From an optimization exercise on the open Yosys and OpenROAD flow, aimed at small area, a short achievable clock period and few clock cycles; shortcuts taken in it are not production practice. The RTL was checked by simulation tests, not by an equivalence proof against the original design.

==> flow/design.v (outline; a module is shown in full before it is edited, if it fits) <==
// module dkc_perm: 15 lines
// module dkc_mux4: 7 lines
// module dkc_des_sboxes: 293 lines
// module dkc_des_e: 14 lines
// module dkc_des_f: 14 lines
// module dkc_ksel: 28 lines
// module dkc_ksched: 21 lines
// module dkc: 455 lines
module dkc (
    input  wire        clk,
    input  wire        rst_n,         
    input  wire        host_we,
    input  wire        host_re,
    input  wire [8:0]  host_addr,
    input  wire [7:0]  host_wdata,
    output reg  [7:0]  host_rdata,    
    input  wire        cmd_valid,
    input  wire [15:0] cmd_word,
    output reg         rsp_valid,     
    output wire [7:0]  rsp_status
);
  // ...
==> flow/flow/run.sh <==
#!/bin/bash
# Layout flow: the standard flow (standard.sh) with one change.  The
# half- and full-adder cells are kept out of synthesis: otherwise Yosys's
# extract_fa fixes slow ha/fa cells into the DES S-box logic before ABC maps
# it.  Everything else (synthesis script, floorplan, power grid, placement,
# CTS, routing) is the standard flow's.
set -euo pipefail
cat >> config.mk <<'EOC'
export DONT_USE_CELLS += sky130_fd_sc_hd__ha_1 sky130_fd_sc_hd__ha_2 sky130_fd_sc_hd__ha_4 sky130_fd_sc_hd__fa_1 sky130_fd_sc_hd__fa_2 sky130_fd_sc_hd__fa_4
EOC
bash standard.sh > standard_flow.log 2>&1
==> flow/standard.sh <==
#!/bin/bash
# synth_recipe.tcl (not shown) runs the flow's synth.tcl, then flattens the netlist and writes it again
# the make line also repeats each setting of config.mk as NAME=value (left out here)
make -C /OpenROAD-flow-scripts/flow DESIGN_CONFIG=/design/flow/config.mk WORK_HOME=/design/flow/orfs CLKGATE_MAP_FILE= SYNTH_SCRIPT=/design/flow/synth_recipe.tcl "${@:-finish}"
==> flow/config.mk <==
export PLATFORM = sky130hd
export DESIGN_NAME = dkc
export DESIGN_NICKNAME = dkc
export VERILOG_FILES = /design/flow/design.v
export SDC_FILE = /design/flow/constraint.sdc
export NUM_CORES = 8
export LEC_CHECK = 0
export ABC_AREA = 1
export CAP_MARGIN = 40
export CORE_MARGIN = 2
export CORE_UTILIZATION = 50
export CTS_BUF_LIST = sky130_fd_sc_hd__clkbuf_8
export SETUP_SLACK_MARGIN = 4.5
export SLEW_MARGIN = 40
export TNS_END_PERCENT = 0
export DONT_USE_CELLS += sky130_fd_sc_hd__ha_1 sky130_fd_sc_hd__ha_2 sky130_fd_sc_hd__ha_4 sky130_fd_sc_hd__fa_1 sky130_fd_sc_hd__fa_2 sky130_fd_sc_hd__fa_4
==> flow/constraint.sdc <==
create_clock -name core_clock -period 8.0 [get_ports {clk}]
set_input_delay 1.6000 -clock core_clock [delete_from_list [all_inputs] [get_ports {clk}]]
set_output_delay 1.6000 -clock core_clock [all_outputs]
set_load 0.01 [all_outputs]
==> impl_metrics.yaml, run 1 <==
clock_tree:
  htreeDepth: 5
  cts_hold_buf: 0
  cts_buffers: 363
floorplan:
  ios: 55
placed_design:
  placed_area_sq_um: 124000
  place.detailed.hpwl_um: 483000
cells_and_area:
  drive_above_1_share_pct: 15.7
  layout_common_cells: "3,803 x nand2_1, 1,780 x edfxtp_1, 1,290 x o21ai_0, 1,205 x nand3_1, 1,166 x inv_1"
  seq_share_pct: 44.7
  final_common_cell: "nand2_1"
critical_path:
  crit_path_start: "fold_op"
  cp.depth: 8
  crit_path_frequent_cell: "buf_4"
  cp-start-kind: "register"
  arrival_ns: 5.27
  crit_chain: "buf_4 > nor2_1 > inv_4 > buf_4 > o211ai_1 > nand3_1 > o21ai_0 > a221o_1"
route:
  route.met2.wl_um: 258000
  drt-pass1-iter-count: 22
grt:
  gr-usage-all-layers_pct: 53.9
  grt_max_degree: 162
  gr-usage-met2_pct: 72.3
timing:
  fmax_mhz: 239
run_status:
  status: "complete, no violations"
worst_hold_path:
  min_to: "eng_oh_q[4]"
synthesis:
  async_flop_share_pct: 0
Testbench counts, summed over its fixed seeds: cycles 42,949.
==> module dkc, before the edit <==
module dkc (
    input  wire        clk,
    input  wire        rst_n,         
    input  wire        host_we,
    input  wire        host_re,
    input  wire [8:0]  host_addr,
    input  wire [7:0]  host_wdata,
    output reg  [7:0]  host_rdata,    
    input  wire        cmd_valid,
    input  wire [15:0] cmd_word,
    output reg         rsp_valid,     
    output wire [7:0]  rsp_status
);
    localparam integer RPC = 2;                
    localparam integer NC  = 16 / RPC;         
    localparam integer CW  = (NC > 8) ? 4 : (NC > 4) ? 3 : (NC > 2) ? 2 : 1;
    localparam [3:0] OP_KEXP = 4'h1, OP_TENC = 4'h2, OP_TDEC = 4'h3,
                     OP_XOR  = 4'h4, OP_MSKI = 4'h5, OP_MSKR = 4'h6,
                     OP_IPEK = 4'h7, OP_SKR  = 4'h8, OP_DTK  = 4'h9;
    localparam [2:0] E_OK = 3'd0, E_KEYLEN = 3'd1, E_BLKLEN = 3'd2,
                     E_MISMATCH = 3'd3, E_KSNLEN = 3'd5, E_ILLEGAL = 3'd6;
    localparam [63:0] IPEK_VARIANT  = 64'hC0C0C0C0_00000000;
    localparam [63:0] ROUND_VARIANT = 64'hFFFFFFFF_00000000;
    localparam [63:0] ROUND_KSN_AND = 64'hFFFFFFFF_FFE00000;
    localparam integer S_IDLE = 0, S_RDA = 1, S_RDB = 2, S_LD = 3, S_RUN = 4, S_WR = 5;
    localparam [511:0] IP_T = {
        8'd58, 8'd50, 8'd42, 8'd34, 8'd26, 8'd18, 8'd10, 8'd2,
        8'd60, 8'd52, 8'd44, 8'd36, 8'd28, 8'd20, 8'd12, 8'd4,
        8'd62, 8'd54, 8'd46, 8'd38, 8'd30, 8'd22, 8'd14, 8'd6,
        8'd64, 8'd56, 8'd48, 8'd40, 8'd32, 8'd24, 8'd16, 8'd8,
        8'd57, 8'd49, 8'd41, 8'd33, 8'd25, 8'd17, 8'd9, 8'd1,
        8'd59, 8'd51, 8'd43, 8'd35, 8'd27, 8'd19, 8'd11, 8'd3,
        8'd61, 8'd53, 8'd45, 8'd37, 8'd29, 8'd21, 8'd13, 8'd5,
        8'd63, 8'd55, 8'd47, 8'd39, 8'd31, 8'd23, 8'd15, 8'd7
    };
    localparam [511:0] FP_T = {
        8'd40, 8'd8, 8'd48, 8'd16, 8'd56, 8'd24, 8'd64, 8'd32,
        8'd39, 8'd7, 8'd47, 8'd15, 8'd55, 8'd23, 8'd63, 8'd31,
        8'd38, 8'd6, 8'd46, 8'd14, 8'd54, 8'd22, 8'd62, 8'd30,
        8'd37, 8'd5, 8'd45, 8'd13, 8'd53, 8'd21, 8'd61, 8'd29,
        8'd36, 8'd4, 8'd44, 8'd12, 8'd52, 8'd20, 8'd60, 8'd28,
        8'd35, 8'd3, 8'd43, 8'd11, 8'd51, 8'd19, 8'd59, 8'd27,
        8'd34, 8'd2, 8'd42, 8'd10, 8'd50, 8'd18, 8'd58, 8'd26,
        8'd33, 8'd1, 8'd41, 8'd9, 8'd49, 8'd17, 8'd57, 8'd25
    };
    localparam [447:0] PC1_T = {
        8'd57, 8'd49, 8'd41, 8'd33, 8'd25, 8'd17, 8'd9, 8'd1,
        8'd58, 8'd50, 8'd42, 8'd34, 8'd26, 8'd18, 8'd10, 8'd2,
        8'd59, 8'd51, 8'd43, 8'd35, 8'd27, 8'd19, 8'd11, 8'd3,
        8'd60, 8'd52, 8'd44, 8'd36, 8'd63, 8'd55, 8'd47, 8'd39,
        8'd31, 8'd23, 8'd15, 8'd7, 8'd62, 8'd54, 8'd46, 8'd38,
        8'd30, 8'd22, 8'd14, 8'd6, 8'd61, 8'd53, 8'd45, 8'd37,
        8'd29, 8'd21, 8'd13, 8'd5, 8'd28, 8'd20, 8'd12, 8'd4
    };
    reg [8*192-1:0] buf_data;
    reg [8*5-1:0]   buf_len;
    reg [2:0]       status_err;
    wire         eng_we;             
    reg  [7:0]   eng_oh_q;           
    wire [2:0]   eng_idx;
    wire [4:0]   eng_len;
    wire [191:0] eng_data;
    wire [191:0] wbus   = rst_n ? (eng_we ? eng_data : {24{host_wdata}}) : 192'd0;
    wire [4:0]   wlen   = rst_n ? (eng_we ? eng_len : host_wdata[4:0]) : 5'd0;
    wire         hw_buf = host_we && host_addr[8] == 1'b0;
    genvar n, j;
    generate
        for (n = 0; n < 8; n = n + 1) begin : g_buf
            wire sel_n = hw_buf && host_addr[7:5] == n;
            wire eng_n = eng_oh_q[n];
            for (j = 0; j < 24; j = j + 1) begin : g_byte
                wire en = !rst_n || eng_n || (sel_n && host_addr[4:0] == j);
                always @(posedge clk)
                    if (en)
                        buf_data[n*192 + (23-j)*8 +: 8] <= wbus[(23-j)*8 +: 8];
            end
            wire len_en = !rst_n || eng_n ||
                          (sel_n && host_addr[4:0] == 5'd24 && host_wdata <= 8'd24);
            always @(posedge clk)
                if (len_en)
                    buf_len[n*5 +: 5] <= wlen;
        end
    endgenerate
    reg  [5:0]  st;           
    reg  [7:0]  esel;         
    reg  [15:0] cw;
    wire [3:0]  op  = cw[15:12];
    wire [2:0]  rd  = cw[11:9];
    wire [2:0]  rs1 = cw[8:6];
    wire [2:0]  rs2 = cw[5:3];
    reg  [191:0] rport;
    reg  [4:0]   rlen;
    integer m;
    always @(*) begin
        rport = 192'd0;
        rlen  = 5'd0;
        for (m = 0; m < 8; m = m + 1)
            if (st[S_IDLE] ? (host_addr[7:5] == m) : esel[m]) begin
                rport = rport | buf_data[m*192 +: 192];
                rlen  = rlen  | buf_len[m*5 +: 5];
            end
    end
    reg [7:0] rbyte;
    integer m2;
    always @(*) begin
        rbyte = 8'd0;
        for (m2 = 0; m2 < 24; m2 = m2 + 1)
            if (host_addr[4:0] == m2)
                rbyte = rbyte | rport[(23-m2)*8 +: 8];
    end
    always @(posedge clk) begin
        if (!rst_n) begin
            host_rdata <= 8'd0;
        end else if (host_re) begin
            if (host_addr == 9'h100)
                host_rdata <= {5'd0, status_err};
            else if (host_addr[8] == 1'b1)
                host_rdata <= 8'd0;
            else if (host_addr[4:0] < 5'd24)
                host_rdata <= rbyte;
            else if (host_addr[4:0] == 5'd24)
                host_rdata <= {3'd0, rlen};
            else
                host_rdata <= 8'd0;
        end
    end
    assign rsp_status = {5'd0, status_err};
    reg  [4:0]    a_len;
    reg  [127:0]  cur;        
    reg  [63:0]   blk;        
    reg  [31:0]   la, ra, lb, rb;
    reg  [55:0]   cda, cdb;   
    reg  [CW-1:0] cyc;
    reg  [1:0]    pass;
    reg  [4:0]    fcnt;       
    reg  [20:0]   ctr;        
    reg           dec0;       
    reg           vsel;       
    reg           fold_op;
    wire [191:0] a_data = {cur, blk};
    wire [191:0] b_data = rport;
    wire [4:0]   b_len  = rlen;
    wire two_operand = (op == OP_KEXP) || (op == OP_MSKI) || (op == OP_MSKR);
    wire illegal = (cw[2:0] != 3'd0) || (op == 4'h0) || (op > OP_DTK) ||
                   (two_operand && rs2 != 3'd0);
    wire a_key_ok  = (a_len == 5'd16) || (a_len == 5'd24);
    wire a_is_16   = (a_len == 5'd16);
    wire b_ksn8_10 = (b_len == 5'd8) || (b_len == 5'd10);
    reg [2:0] err;
    always @(*) begin
        err = E_OK;
        if (illegal)
            err = E_ILLEGAL;
        else begin
            case (op)
                OP_KEXP: if (!a_key_ok) err = E_KEYLEN;
                OP_TENC, OP_TDEC: begin
                    if (!a_key_ok)           err = E_KEYLEN;
                    else if (b_len != 5'd8)  err = E_BLKLEN;
                end
                OP_XOR:  if (a_len != b_len) err = E_MISMATCH;
                OP_MSKI: if (a_len < 5'd8)   err = E_KSNLEN;
                OP_MSKR: if (!(a_len == 5'd8 || a_len == 5'd10)) err = E_KSNLEN;
                OP_IPEK: begin
                    if (!a_is_16)            err = E_KEYLEN;
                    else if (b_len < 5'd8)   err = E_KSNLEN;
                end
                OP_SKR, OP_DTK: begin
                    if (!a_is_16)            err = E_KEYLEN;
                    else if (!b_ksn8_10)     err = E_KSNLEN;
                end
                default: err = E_ILLEGAL;
            endcase
        end
    end
    wire is_tdes = (op == OP_TENC) || (op == OP_TDEC);
    wire is_fold = (op == OP_IPEK) || (op == OP_SKR) || (op == OP_DTK);
    reg r_kexp, r_tdes, r_xor, r_mski, r_mskr;
    reg a16_q, a10_q;
    reg [23:0] keep_q;
    integer kb;
    always @(posedge clk) begin
        if (st[S_RDA]) begin
            r_kexp <= (op == OP_KEXP);
            r_tdes <= is_tdes;
            r_xor  <= (op == OP_XOR);
            r_mski <= (op == OP_MSKI);
            r_mskr <= (op == OP_MSKR);
        end
        if (st[S_RDB]) begin
            a16_q <= (a_len == 5'd16);
            a10_q <= (a_len == 5'd10);
            for (kb = 0; kb < 24; kb = kb + 1)
                keep_q[23-kb] <= (kb < a_len);
        end
    end
    wire [63:0] a_ksn8 = a10_q ? a_data[175:112] : a_data[191:128];
    reg  [4:0]   bl_q;
    wire [127:0] braw   = {lb, rb, blk};
    wire [63:0] b_ksn8 = (bl_q == 5'd10) ? braw[111:48] : braw[127:64];
    wire [63:0] a_mski = {a_data[191:136], a_data[135:128] & 8'hE0};
    wire [63:0] b_mski = {braw[127:72], braw[71:64] & 8'hE0};
    wire [63:0] a_mskr = a_ksn8 & ROUND_KSN_AND;
    wire [63:0] b_mskr = b_ksn8 & ROUND_KSN_AND;
    wire [63:0] fold_m = vsel ? b_mski : b_mskr;
    reg [4:0] pop;
    integer q;
    always @(*) begin
        pop = 5'd0;
        for (q = 0; q < 21; q = q + 1)
            pop = pop + {4'd0, ctr[q]};
    end
    reg [4:0] pop_q;
    reg       lastf_q;        
    always @(posedge clk) begin
        pop_q   <= pop;
        lastf_q <= (fcnt == pop_q);
    end
    reg [191:0] xor_keep;
    integer bb;
    always @(*)
        for (bb = 0; bb < 24; bb = bb + 1)
            xor_keep[(23-bb)*8 +: 8] = {8{keep_q[23-bb]}};
    wire [191:0] xor_res  = (a_data ^ b_data) & xor_keep;
    wire [191:0] kexp_res = a16_q ? {a_data[191:64], a_data[191:128]} : a_data;
    wire run       = st[S_RUN];
    wire last_cyc  = (cyc == NC - 1);
    wire des_end   = run && last_cyc && pass == 2'd2;
    wire fold_rst  = des_end && fold_op && !lastf_q;      
    reg run_mid_q, pass_end_q, des_end_q, fold_rst_q;
    wire ld_q = st[S_LD];     
    wire pre_last = run && cyc == NC - 2;
    always @(posedge clk) begin
        if (!rst_n) begin
            run_mid_q  <= 1'b0;
            pass_end_q <= 1'b0;
            des_end_q  <= 1'b0;
            fold_rst_q <= 1'b0;
        end else begin
            run_mid_q  <= ld_q || (run && !pre_last);
            pass_end_q <= pre_last && pass != 2'd2;
            des_end_q  <= pre_last && pass == 2'd2;
            fold_rst_q <= pre_last && pass == 2'd2 && fold_op && !lastf_q;
        end
    end
    wire [63:0] variant = vsel ? IPEK_VARIANT : ROUND_VARIANT;
    wire [RPC*48-1:0] ksa, ksb;
    wire [55:0] cda_rot, cdb_rot;
    wire [CW-1:0] cyc_n  = ld_q ? {CW{1'b0}} :
                           run ? (last_cyc ? {CW{1'b0}} : cyc + 1'b1) : cyc;
    wire [1:0]    pass_n = ld_q ? 2'd0 :
                           run ? (pass_end_q ? pass + 2'd1 : des_end_q ? 2'd0 : pass) : pass;
    wire          dir_n  = dec0 ^ (pass_n == 2'd1);
    wire [RPC-1:0] ksel_n;
    dkc_ksel u_ksel (.dir(dir_n), .c(cyc_n), .sel(ksel_n));
    reg  [RPC-1:0] ksel_q;
    reg            kdir_q;
    always @(posedge clk) begin
        ksel_q <= ksel_n;
        kdir_q <= dir_n;
    end
    dkc_ksched u_ksa (.cd(cda), .dir(kdir_q), .sel(ksel_q), .ks(ksa), .cd_rot(cda_rot));
    dkc_ksched u_ksb (.cd(cdb), .dir(kdir_q), .sel(ksel_q), .ks(ksb), .cd_rot(cdb_rot));
    wire [63:0] k3 = a16_q ? cur[127:64] : blk;      
    reg  [63:0] key_ld;
    reg         dir_ld;
    always @(*) begin
        if (ld_q) begin
            key_ld = dec0 ? k3 : cur[127:64];
            dir_ld = dec0;
        end else if (pass == 2'd0) begin
            key_ld = cur[63:0];                       
            dir_ld = ~dec0;
        end else begin
            key_ld = (fold_op || dec0) ? cur[127:64] : k3;
            dir_ld = dec0;
        end
    end
    wire [55:0] pa_ld, pb_ld;
    dkc_perm #(.N_IN(64), .N_OUT(56), .TABLE(PC1_T)) u_pc1a (.x(key_ld), .y(pa_ld));
    dkc_perm #(.N_IN(64), .N_OUT(56), .TABLE(PC1_T)) u_pc1b (.x(key_ld ^ variant), .y(pb_ld));
    wire [55:0] cda_ld = dir_ld ? pa_ld : {pa_ld[54:28], pa_ld[55], pa_ld[26:0], pa_ld[27]};
    wire [55:0] cdb_ld = dir_ld ? pb_ld : {pb_ld[54:28], pb_ld[55], pb_ld[26:0], pb_ld[27]};
    wire [31:0] al [0:RPC];
    wire [31:0] ar [0:RPC];
    wire [31:0] bl [0:RPC];
    wire [31:0] br [0:RPC];
    wire [31:0] af [0:RPC-1];
    wire [31:0] bf [0:RPC-1];
    assign al[0] = la;  assign ar[0] = ra;
    assign bl[0] = lb;  assign br[0] = rb;
    genvar s;
    generate
        for (s = 0; s < RPC; s = s + 1) begin : g_rnd
            wire [47:0] ka = ksa[(RPC-1-s)*48 +: 48];
            wire [47:0] kb = ksb[(RPC-1-s)*48 +: 48];
            wire [47:0] xa, xb;
            if (s == 0) begin : g_first
                wire [47:0] ea, eb;
                dkc_des_e u_ea (.r(ar[0]), .e(ea));
                dkc_des_e u_eb (.r(br[0]), .e(eb));
                assign xa = ea ^ ka;
                assign xb = eb ^ kb;
            end else begin : g_next
                wire [47:0] ela, elb, efa, efb;
                dkc_des_e u_ela (.r(al[s-1]), .e(ela));
                dkc_des_e u_elb (.r(bl[s-1]), .e(elb));
                dkc_des_e u_efa (.r(af[s-1]), .e(efa));
                dkc_des_e u_efb (.r(bf[s-1]), .e(efb));
                assign xa = (ela ^ ka) ^ efa;
                assign xb = (elb ^ kb) ^ efb;
            end
            dkc_des_f u_fa (.x(xa), .f(af[s]));
            dkc_des_f u_fb (.x(xb), .f(bf[s]));
            assign al[s+1] = ar[s];
            assign ar[s+1] = al[s] ^ af[s];
            assign bl[s+1] = br[s];
            assign br[s+1] = bl[s] ^ bf[s];
        end
    endgenerate
    wire [63:0] out_a, out_b;
    dkc_perm #(.N_IN(64), .N_OUT(64), .TABLE(FP_T)) u_fpa (.x({ar[RPC], al[RPC]}), .y(out_a));
    dkc_perm #(.N_IN(64), .N_OUT(64), .TABLE(FP_T)) u_fpb (.x({br[RPC], bl[RPC]}), .y(out_b));
    wire [55:0] pa_fr, pb_fr;
    dkc_perm #(.N_IN(64), .N_OUT(56), .TABLE(PC1_T)) u_pc1af (.x(out_a), .y(pa_fr));
    dkc_perm #(.N_IN(64), .N_OUT(56), .TABLE(PC1_T)) u_pc1bf (.x(out_a ^ variant), .y(pb_fr));
    wire [55:0] cda_fr = {pa_fr[54:28], pa_fr[55], pa_fr[26:0], pa_fr[27]};
    wire [55:0] cdb_fr = {pb_fr[54:28], pb_fr[55], pb_fr[26:0], pb_fr[27]};
    wire [63:0] blk_in = fold_op ? fold_m : {lb, rb};
    wire [63:0] blk_ip;
    dkc_perm #(.N_IN(64), .N_OUT(64), .TABLE(IP_T)) u_ip (.x(blk_in), .y(blk_ip));
    always @(posedge clk) begin
        if (!rst_n) begin
            st         <= 6'd1 << S_IDLE;
            eng_oh_q   <= 8'd0;
            cw         <= 16'd0;
            status_err <= E_OK;
            rsp_valid  <= 1'b0;
        end else begin
            rsp_valid <= 1'b0;
            if (st[S_IDLE] && cmd_valid) begin
                cw <= cmd_word;
                st <= 6'd1 << S_RDA;
            end
            if (st[S_RDA])
                st <= 6'd1 << S_RDB;
            if (st[S_RDB]) begin
                if (err != E_OK) begin
                    status_err <= err;
                    rsp_valid  <= 1'b1;
                    st         <= 6'd1 << S_IDLE;
                end else if (is_tdes || is_fold) begin
                    st <= 6'd1 << S_LD;
                end else begin
                    st <= 6'd1 << S_WR;
                end
            end
            if (ld_q)
                st <= 6'd1 << S_RUN;
            if (des_end && !fold_rst)
                st <= 6'd1 << S_WR;
            eng_oh_q <= 8'd0;
            if ((st[S_RDB] && err == E_OK && !is_tdes && !is_fold) ||
                (des_end && !fold_rst))
                eng_oh_q <= 8'd1 << rd;
            if (st[S_WR]) begin
                status_err <= E_OK;
                rsp_valid  <= 1'b1;
                st         <= 6'd1 << S_IDLE;
            end
        end
    end
    always @(posedge clk)
        if (st[S_IDLE])
            esel <= 8'd1 << cmd_word[8:6];
        else if (st[S_RDA])
            esel <= 8'd1 << rs2;
    always @(posedge clk) begin
        if (st[S_RDA]) begin
            blk     <= rport[63:0];
            a_len   <= rlen;
            dec0    <= (op == OP_TDEC);
            vsel    <= (op == OP_IPEK);
            fold_op <= is_fold;
        end
        if (st[S_RDB]) begin
            bl_q <= rlen;
            if (fold_op)
                blk <= rport[127:64];              
        end
        if (ld_q) begin
            fcnt <= 5'd0;
            ctr  <= (op == OP_DTK) ? b_ksn8[20:0] : 21'd0;
            cyc  <= {CW{1'b0}};
            pass <= 2'd0;
            if (fold_op)
                blk <= blk_ip;
        end
        if (run) begin
            cyc <= last_cyc ? {CW{1'b0}} : cyc + 1'b1;
            if (pass_end_q)
                pass <= pass + 2'd1;
            if (des_end_q) begin
                pass <= 2'd0;
                if (fold_op)
                    fcnt <= fcnt + 5'd1;
            end
        end
        if (st[S_RDA] || (run && des_end_q))
            cur <= cur_d;
        cda <= cda_d;
        cdb <= cdb_d;
        la  <= la_d;
        ra  <= ra_d;
        lb  <= lb_d;
        rb  <= rb_d;
    end
    wire dp_pe    = pass_end_q;                   
    wire dp_fr    = fold_rst_q;                   
    wire dp_ld    = ld_q;                         
    wire dp_rdb   = st[S_RDB];                    
    wire dp_plain = !(dp_pe || dp_fr || dp_ld || dp_rdb);
    wire cd_rot_s = run_mid_q;
    wire cd_ld_s  = !(run_mid_q || fold_rst_q);
    wire [31:0] la_d = ({32{dp_pe}} & ar[RPC]) | ({32{dp_plain}} & al[RPC]) |
                       ({32{dp_ld}} & blk_ip[63:32]) | ({32{dp_fr}} & blk[63:32]);
    wire [31:0] ra_d = ({32{dp_pe}} & al[RPC]) | ({32{dp_plain}} & ar[RPC]) |
                       ({32{dp_ld}} & blk_ip[31:0]) | ({32{dp_fr}} & blk[31:0]);
    wire [31:0] lb_d = ({32{dp_pe}} & br[RPC]) | ({32{dp_plain}} & bl[RPC]) |
                       ({32{dp_ld}} & blk_ip[63:32]) | ({32{dp_fr}} & blk[63:32]) |
                       ({32{dp_rdb}} & rport[191:160]);
    wire [31:0] rb_d = ({32{dp_pe}} & bl[RPC]) | ({32{dp_plain}} & br[RPC]) |
                       ({32{dp_ld}} & blk_ip[31:0]) | ({32{dp_fr}} & blk[31:0]) |
                       ({32{dp_rdb}} & rport[159:128]);
    wire [55:0] cda_d = ({56{dp_fr}} & cda_fr) | ({56{cd_rot_s}} & cda_rot) |
                        ({56{cd_ld_s}} & cda_ld);
    wire [55:0] cdb_d = ({56{dp_fr}} & cdb_fr) | ({56{cd_rot_s}} & cdb_rot) |
                        ({56{cd_ld_s}} & cdb_ld);
    wire [127:0] cur_d = st[S_RDA] ? rport[191:64] :
                         {out_a, fold_op ? out_b : cur[63:0]};
    wire [191:0] result =
        ({192{r_kexp}}  & kexp_res) |
        ({192{r_tdes}}  & {cur[127:64], 128'd0}) |
        ({192{r_xor}}   & xor_res) |
        ({192{r_mski}}  & {a_mski, 128'd0}) |
        ({192{r_mskr}}  & {a_mskr, 128'd0}) |
        ({192{fold_op}} & {cur, 64'd0});
    wire [4:0] result_len = r_xor  ? a_len :
                            r_kexp ? 5'd24 :
                            fold_op ? 5'd16 : 5'd8;
    assign eng_we   = |eng_oh_q;
    assign eng_idx  = rd;
    assign eng_len  = result_len;
    assign eng_data = result;
endmodule
==> inputs of run 2 (changes only) <==
--- a/flow/design.v
+++ b/flow/design.v
@@ -526,4 +526,3 @@
     reg  [1:0]    pass;
-    reg  [4:0]    fcnt;       
-    reg  [20:0]   ctr;        
+    reg  [4:0]    nleft;      
     reg           dec0;       
@@ -602,10 +601,7 @@
         for (q = 0; q < 21; q = q + 1)
-            pop = pop + {4'd0, ctr[q]};
+            pop = pop + {4'd0, b_ksn8[q]};
     end
-    reg [4:0] pop_q;
     reg       lastf_q;        
-    always @(posedge clk) begin
-        pop_q   <= pop;
-        lastf_q <= (fcnt == pop_q);
-    end
+    always @(posedge clk)
+        lastf_q <= (nleft == 5'd0);
     reg [191:0] xor_keep;
@@ -783,4 +779,3 @@
         if (ld_q) begin
-            fcnt <= 5'd0;
-            ctr  <= (op == OP_DTK) ? b_ksn8[20:0] : 21'd0;
+            nleft <= (op == OP_DTK) ? pop : 5'd0;
             cyc  <= {CW{1'b0}};
@@ -797,3 +792,3 @@
                 if (fold_op)
-                    fcnt <= fcnt + 5'd1;
+                    nleft <= nleft - 5'd1;
             end
--- a/flow/config.mk
+++ b/flow/config.mk
@@ -12,2 +12,4 @@
 export CTS_BUF_LIST = sky130_fd_sc_hd__clkbuf_8
+export CTS_CLUSTER_DIAMETER = 50
+export CTS_CLUSTER_SIZE = 12
 export SETUP_SLACK_MARGIN = 4.5
==> impl_metrics.yaml, run 2 <==
cells_and_area:
  drive_above_1_share_pct: 20.4
  area_delta_synth_final_pct: 20.6
  final_common_cell: "nand2_1"
  largest_register: "buf_data"
  nets: 13700
  layout_common_cells: "2,649 x nand2_1, 1,759 x edfxtp_1, 1,407 x inv_1, 1,302 x o21ai_0, 827 x a21oi_1"
  final_cell_area_sq_um: 139000
  top_regs: "buf_data x1536, cur x128, blk x64"
  largest_reg_flops: 1536
  n_fill_cell: 18400
placed_design:
  place.detailed.hpwl_um: 473000
  placed_area_sq_um: 122000
  place_congestion: 1.17
  numPortBuffers: 49
  pre_cts_slack_ns: 1.46
route:
  drc: 0
  wl_um: 660000
  drt-pass1-iter-count: 15
  num_vias: 119000
  viasPerCell: 7.02
  route.met2.wl_um: 258000
  drt_iter0_drc: 22900
  wl_met1_um: 206000
  ant_nets: 0
  drt-wirelength-per-cell_um: 39.0
  top_layer: "met5"
  wl_met3_um: 114000
clock_tree:
  clkLatencyLatePin_ns: 1.15
  tritoncts: "built"
  cts_buffers: 239
  htreeDepth: 4
  cts.sinks: 2117
  clockBufferDepth: 3
  clk_pin_slew_worst_paths_ns: 0.09
  root_buffer: "clkbuf_8"
  cts_hold_buf: 0
synthesis:
  synth_edf_count: 1759
  ys_warn_count: 2
  synth-seq-area-share_pct: 52.2
  synth.most_common_cell: "nand2_1"
  syn_area_sq_um: 115000
  synth_cells: 13100
  synth.top_cell.area_share_pct: 46.0
  async_flop_share_pct: 0
  yosys.area.top_type: "edfxtp_1"
  netlist_top_cells_area: "edfxtp_1 46%, nand2_1 9.3%, o21ai_0 6.6%"
  yosysUniqueCellTypes: 79
  synth_common_cells: "2,834 x nand2_1, 1,759 x edfxtp_1, 1,517 x o21ai_0"
  synth_top_flop_cell: "edfxtp_1"
  synth_area_per_cell_sq_um: 8.77
  ys_ff_latch: 2117
critical_path:
  endpoint_kind: "register"
  cp-start-kind: "register"
  worstPathMaxFanout: 23
  crit_path_frequent_cell: "buf_4"
  worst_path_max_delay_cell: "a21oi_1"
  path_class: "register to register"
  max_stage_delay_ns: 0.75
  arrival_ns: 5.31
  crit_chain: "buf_4 > inv_1 > nor2_2 > buf_6 > clkinv_1 > nor2_4 > buf_12 > buf_4 > nand2_1 > o21ai_1 > o21ai_2 > a21oi_1 > nand3_1"
  cp.required_ns: 8.93
floorplan:
  rows: 175
  fp.dieW_um: 483
  start_util_pct: 50.4
  die_area_sq_um: 234000
  ios: 55
  core_area_sq_um: 228000
  die_y_um: 483
timing:
  period_share_pct: 54.7
  final.setup.worst_slack_ns: 3.63
  min_period_ns: 4.37
  worst_pin_slew_ns: 1.12
  fin_worst_skew_ns: 0.102
  rsz0062_at_grt: "true"
  slew_headroom_pct: 25.2
  setup_viol: 0
  fmax_mhz: 229
  maxSlewViolCount: 0
  fin_setup_tns_ns: 0
  final-hold-violation-count: 0
grt:
  grt-ovfl-total: 0
  grt_max_degree: 126
  grt_antenna_before_repair: 104
  grt_pass1_vias: 107000
  gr-usage-all-layers_pct: 53.8
  grt_pass1_wl_um: 868000
run:
  max_cap_viol_count: 0
run_status:
  status: "complete, no violations"
worst_hold_path:
  hold_path.class: "register to register"
[run 2: changes by cell type after synthesis, moves of 50 or more]
cell / previous run / this run
xor2_1: 186 / 118
o21ai_0: 1462 / 1517
nand3_1: 1293 / 930
o21ai_1: 66 / 141
nand4_1: 84 / 34
a21boi_0: 5 / 57
o211ai_1: 178 / 284
inv_1: 1100 / 1416
buf_2: 130 / 57
nand2_1: 3923 / 2834
clkbuf_1: 465 / 534
o21a_1: 2 / 60
[run 2: cells by family after synthesis]
kind of cell	after synthesis	synth area share [%]
xor gates and xnor gates	343	3.73
buffers and inverters	2213	7.34
muxes	57	0.497
other	1	0.00326
AOI/OAI and AO/OA	3822	19.7
DFF	2117	52.2
and+or+nand+nor	4541	16.5
[run 2: worst paths after layout]
kind,startpoint,end,slack [ns],cells past startpoint
setup / recovery,fold_op,rb[28],3.63,13
hold / removal,lastf_q,fold_rst_q,0.43,1
setup reg to reg,fold_op,rb[28],3.63,13
hold reg to reg,lastf_q,fold_rst_q,0.43,1
[run 2: routing by layer]
metal | vias up | track usage, %
li1 | 47000 | -
met1 | 55500 | 59.7
met2 | 12600 | 74.7
met3 | 3862 | 27.7
met4 | 44 | 48.4
met5 | - | 2.71
[run 2: worst max-delay path: cells and delay by family (launching register included)]
family | cells | cell delay (ns)
and+or+nand+nor | 4 | 0.53
buffers and inverters | 6 | 1.63
DFF | 1 | 0.33
AOI/OAI and AO/OA | 3 | 1.64
[run 2: area by class of cell]
cell class	count	area, sq um	area share (%)
clock buffer	243	3340	2.41
multi-input combinational	8770	53700	38.8
timing repair inverter	7	56.3	0.0407
sequential	2117	60300	43.6
timing repair buffer	1018	9740	7.04
tap	3009	3760	2.72
antenna	99	248	0.179
clock inverter	157	1390	1.00
inverter	1523	5910	4.27
[run 2: per-stage QoR]
stage / utilization (%) / instances / hold slack, ns
finish: 60.8 / 16900 / 0.426
global route: 60.7 / 16900 / 0.447
CTS: 59.2 / 16700 / 0.422
detailed placement: 53.4 / 15900 / 0.409
global placement: 53.1 / 15900 / 0.408
floorplan: - / 13100 / 0.399
[run 2: timing repair]
action | in CTS | in global routing
pin swaps | 184 | 160
cloned | 16 | 9
setup buffers | 325 | 154
endpoints found under the setup margin | 3207 | 3274
resized for setup | 1108 | 390
Testbench counts of run 2, summed over its fixed seeds: cycles 42,949.
==> inputs of run 3 (changes only) <==
--- a/flow/config.mk
+++ b/flow/config.mk
@@ -12,4 +12,2 @@
 export CTS_BUF_LIST = sky130_fd_sc_hd__clkbuf_8
-export CTS_CLUSTER_DIAMETER = 50
-export CTS_CLUSTER_SIZE = 12
 export SETUP_SLACK_MARGIN = 4.5
==> impl_metrics.yaml, run 3 <==
run_status:
  status: "failed layout checks"
  so_faults: "antenna rules"
clock_tree:
  tritoncts: "built"
  clockBufferDepth: 4
  cts_buffers: 356
  root_buffer: "clkbuf_8"
  cts_hold_buf: 0
  htreeDepth: 5
  clk_pin_slew_worst_paths_ns: 0.06
  clkLatencyLatePin_ns: 1.21
  cts.sinks: 2117
synthesis:
  synth_edf_count: 1759
  ys_warn_count: 2
  synth_cells: 13100
  yosysUniqueCellTypes: 79
  yosys.area.top_type: "edfxtp_1"
  synth.most_common_cell: "nand2_1"
  synth_top_flop_cell: "edfxtp_1"
  synth.top_cell.area_share_pct: 46.0
  synth-seq-area-share_pct: 52.2
  async_flop_share_pct: 0
  netlist_top_cells_area: "edfxtp_1 46%, nand2_1 9.3%, o21ai_0 6.6%"
  ys_ff_latch: 2117
  synth_common_cells: "2,834 x nand2_1, 1,759 x edfxtp_1, 1,517 x o21ai_0"
  syn_area_sq_um: 115000
  synth_area_per_cell_sq_um: 8.77
floorplan:
  fp.dieW_um: 483
  die_y_um: 483
  ios: 55
  die_area_sq_um: 234000
  rows: 175
  core_area_sq_um: 228000
  start_util_pct: 50.4
timing:
  min_period_ns: 4.46
  rsz0062_at_grt: "true"
  setup_viol: 0
  period_share_pct: 55.7
  fin_setup_tns_ns: 0
  final-hold-violation-count: 0
  worst_pin_slew_ns: 1.10
  fin_worst_skew_ns: 0.136
  slew_headroom_pct: 25.9
  hold_ws_ns: 0.420
  fmax_mhz: 224
  maxSlewViolCount: 0
critical_path:
  r2r_end: "buf_data[627]"
  worst_path_max_delay_cell: "a21oi_1"
  cp-start-kind: "input pin"
  rrSetupSlack_ns: 3.69
  cp.required_ns: 8.81
  path_class: "input pin to register"
  path_buf_inv: 5
  cp_top_family: "buffers and inverters"
  r2r_start: "st[0]"
  crit_path_frequent_cell: "buf_4"
  endpoint_kind: "register"
  worstPathMaxFanout: 23
  arrival_ns: 5.27
  crit_chain: "buf_4 > inv_1 > a21oi_1 > inv_2 > buf_4 > buf_4 > a21oi_1"
  max_stage_delay_ns: 0.67
  reg2reg_depth: 13
  cp.depth: 7
grt:
  grt_pass1_vias: 108000
  grt-ovfl-total: 0
  gr-usage-all-layers_pct: 54.0
  grt_max_degree: 126
  grt_antenna_before_repair: 90
  grt_pass1_wl_um: 872000
cells_and_area:
  multi_input_area_sq_um: 52800
  n_fill_cell: 18400
  area_delta_synth_final_pct: 19.8
  drive_above_1_share_pct: 18.9
  final_common_cell: "nand2_1"
  top_regs: "buf_data x1536, cur x128, blk x64"
  largest_register: "buf_data"
  layout_common_cells: "2,689 x nand2_1, 1,759 x edfxtp_1, 1,456 x inv_1, 1,339 x o21ai_0, 849 x a21oi_1"
  nets: 13700
  largest_reg_flops: 1536
  seq_area_sq_um: 60300
route:
  drc: 0
  viasPerCell: 7.01
  ant_nets: 4
  drt-pass1-iter-count: 22
  num_vias: 119000
  drt-wirelength-per-cell_um: 39.0
  drt_iter0_drc: 23700
  wl_um: 662000
worst_hold_path:
  hold_path.class: "register to register"
  min_to: "fold_rst_q"
  min-delay-start: "lastf_q"
  hold_depth: 1
run:
  max_cap_viol_count: 0
placed_design:
  place_congestion: 1.17
  numPortBuffers: 49
  place.detailed.hpwl_um: 473000
[run 3: cell counts after synthesis]
No cell type changed its count.
[run 3: worst max-delay path by stage]
| stage | startpoint | end | slack [ns] |
|---|---|---|---|
| after floorplan | host_addr[5] | buf_data[1121] | 4.10 |
| after global placement | host_addr[7] | blk[24] | 1.45 |
| after detailed placement | host_addr[7] | host_rdata[4] | 1.46 |
| after CTS | host_addr[6] | host_rdata[6] | 3.94 |
| after global routing | host_addr[6] | buf_data[211] | 3.76 |
| final | rst_n | buf_data[1210] | 3.54 |
[run 3: cell type report]
type	count	share of cell area, %
clock buffer	371	3.71
sequential	2117	43.8
timing repair buffer	869	6.00
multi-input combinational	8770	38.4
inverter	1523	4.28
tap	3009	2.74
timing repair inverter	7	0.0400
antenna	93	0.169
clock inverter	234	0.903
[run 3: what timing repair did]
item / in CTS / in global routing
hold endpoints to repair: 0 / 0
gates resized for setup: 723 / 445
pin swaps: 103 / 137
gates cloned: 14 / 6
endpoints found under the setup margin: 3262 / 3365
buffers inserted: 195 / 143
[run 3: per-stage QoR]
stage          utilization [%]  instance area (sq um)  cells  worst slack, ns
6_report                  60.3                 138000  17000             3.54
5_1_grt                   60.3                 137000  16900             3.76
4_1_cts                   58.7                 134000  16700             3.94
3_5_place_dp              53.4                 122000  15900             1.46
3_3_place_gp              53.1                 121000  15900             1.45
2_1_floorplan                -                 116000  13100             4.10
[run 3: per-layer routing]
layer / wire length (um) / track usage (%)
met5: 570 / 2.61
met4: 81300 / 49.2
met3: 116000 / 27.6
met2: 259000 / 74.7
met1: 205000 / 59.8
[run 3: kinds of logic after synthesis]
group           synth area share (%)
simple gates                    16.5
buf+inv                         7.34
compound gates                  19.7
mux                            0.497
other cells                  0.00326
flops                           52.2
xor+xnor                        3.73
[run 3: worst reg2reg max path, cell delays in order (launching register included)]
cell        delay, ns
dfxtp_1          0.36
buf_12           0.14
clkinvlp_4       0.10
buf_4            0.15
or2_2            0.33
o21ai_4          0.31
clkinv_8         0.17
buf_12           0.22
buf_12           0.25
a221oi_1         0.43
o21ai_1          0.45
a21oi_1          0.23
o21ai_0          0.14
a21oi_2          0.74

## separate check: timing with driven ports
Ports are ideal in the flow. The routed layouts listed here were re-timed in OpenROAD. Step 1 assumes that a clkbuf_16 drives the clock port and a buf_2 every other input. Step 2 adds t to the input delays and takes it off the output delays; t is the mean of the earliest and latest rising clock arrival at the registers after step 1. Input paths then give back, and output paths get back, about the clock's delay inside the block. Slacks: no drivers / after step 1 / after step 2; pairs: no drivers / after step 1.
| run | t (ns) | setup WS [ns] | hold slack, ns | worst setup path after step 2 | slew at the worst register clock pin (ns) |
|---|---|---|---|---|---|
| run 1 | 1.254 | 3.811 / 3.746 / 2.492 | 0.483 / 0.483 / 0.483 | input to register | 0.08 / 0.08 |
| run 2 | 1.213 | 3.625 / 3.625 / 2.431 | 0.426 / 0.426 / 0.426 | input to register | 0.10 / 0.10 |
| run 3 | 1.254 | 3.542 / 3.483 / 2.229 | 0.420 / 0.420 / 0.420 | input to register | 0.10 / 0.10 |
For run 1, which loses most, drivers alone change the setup slack by -0.065 ns; drivers and shift together by -1.319 ns.
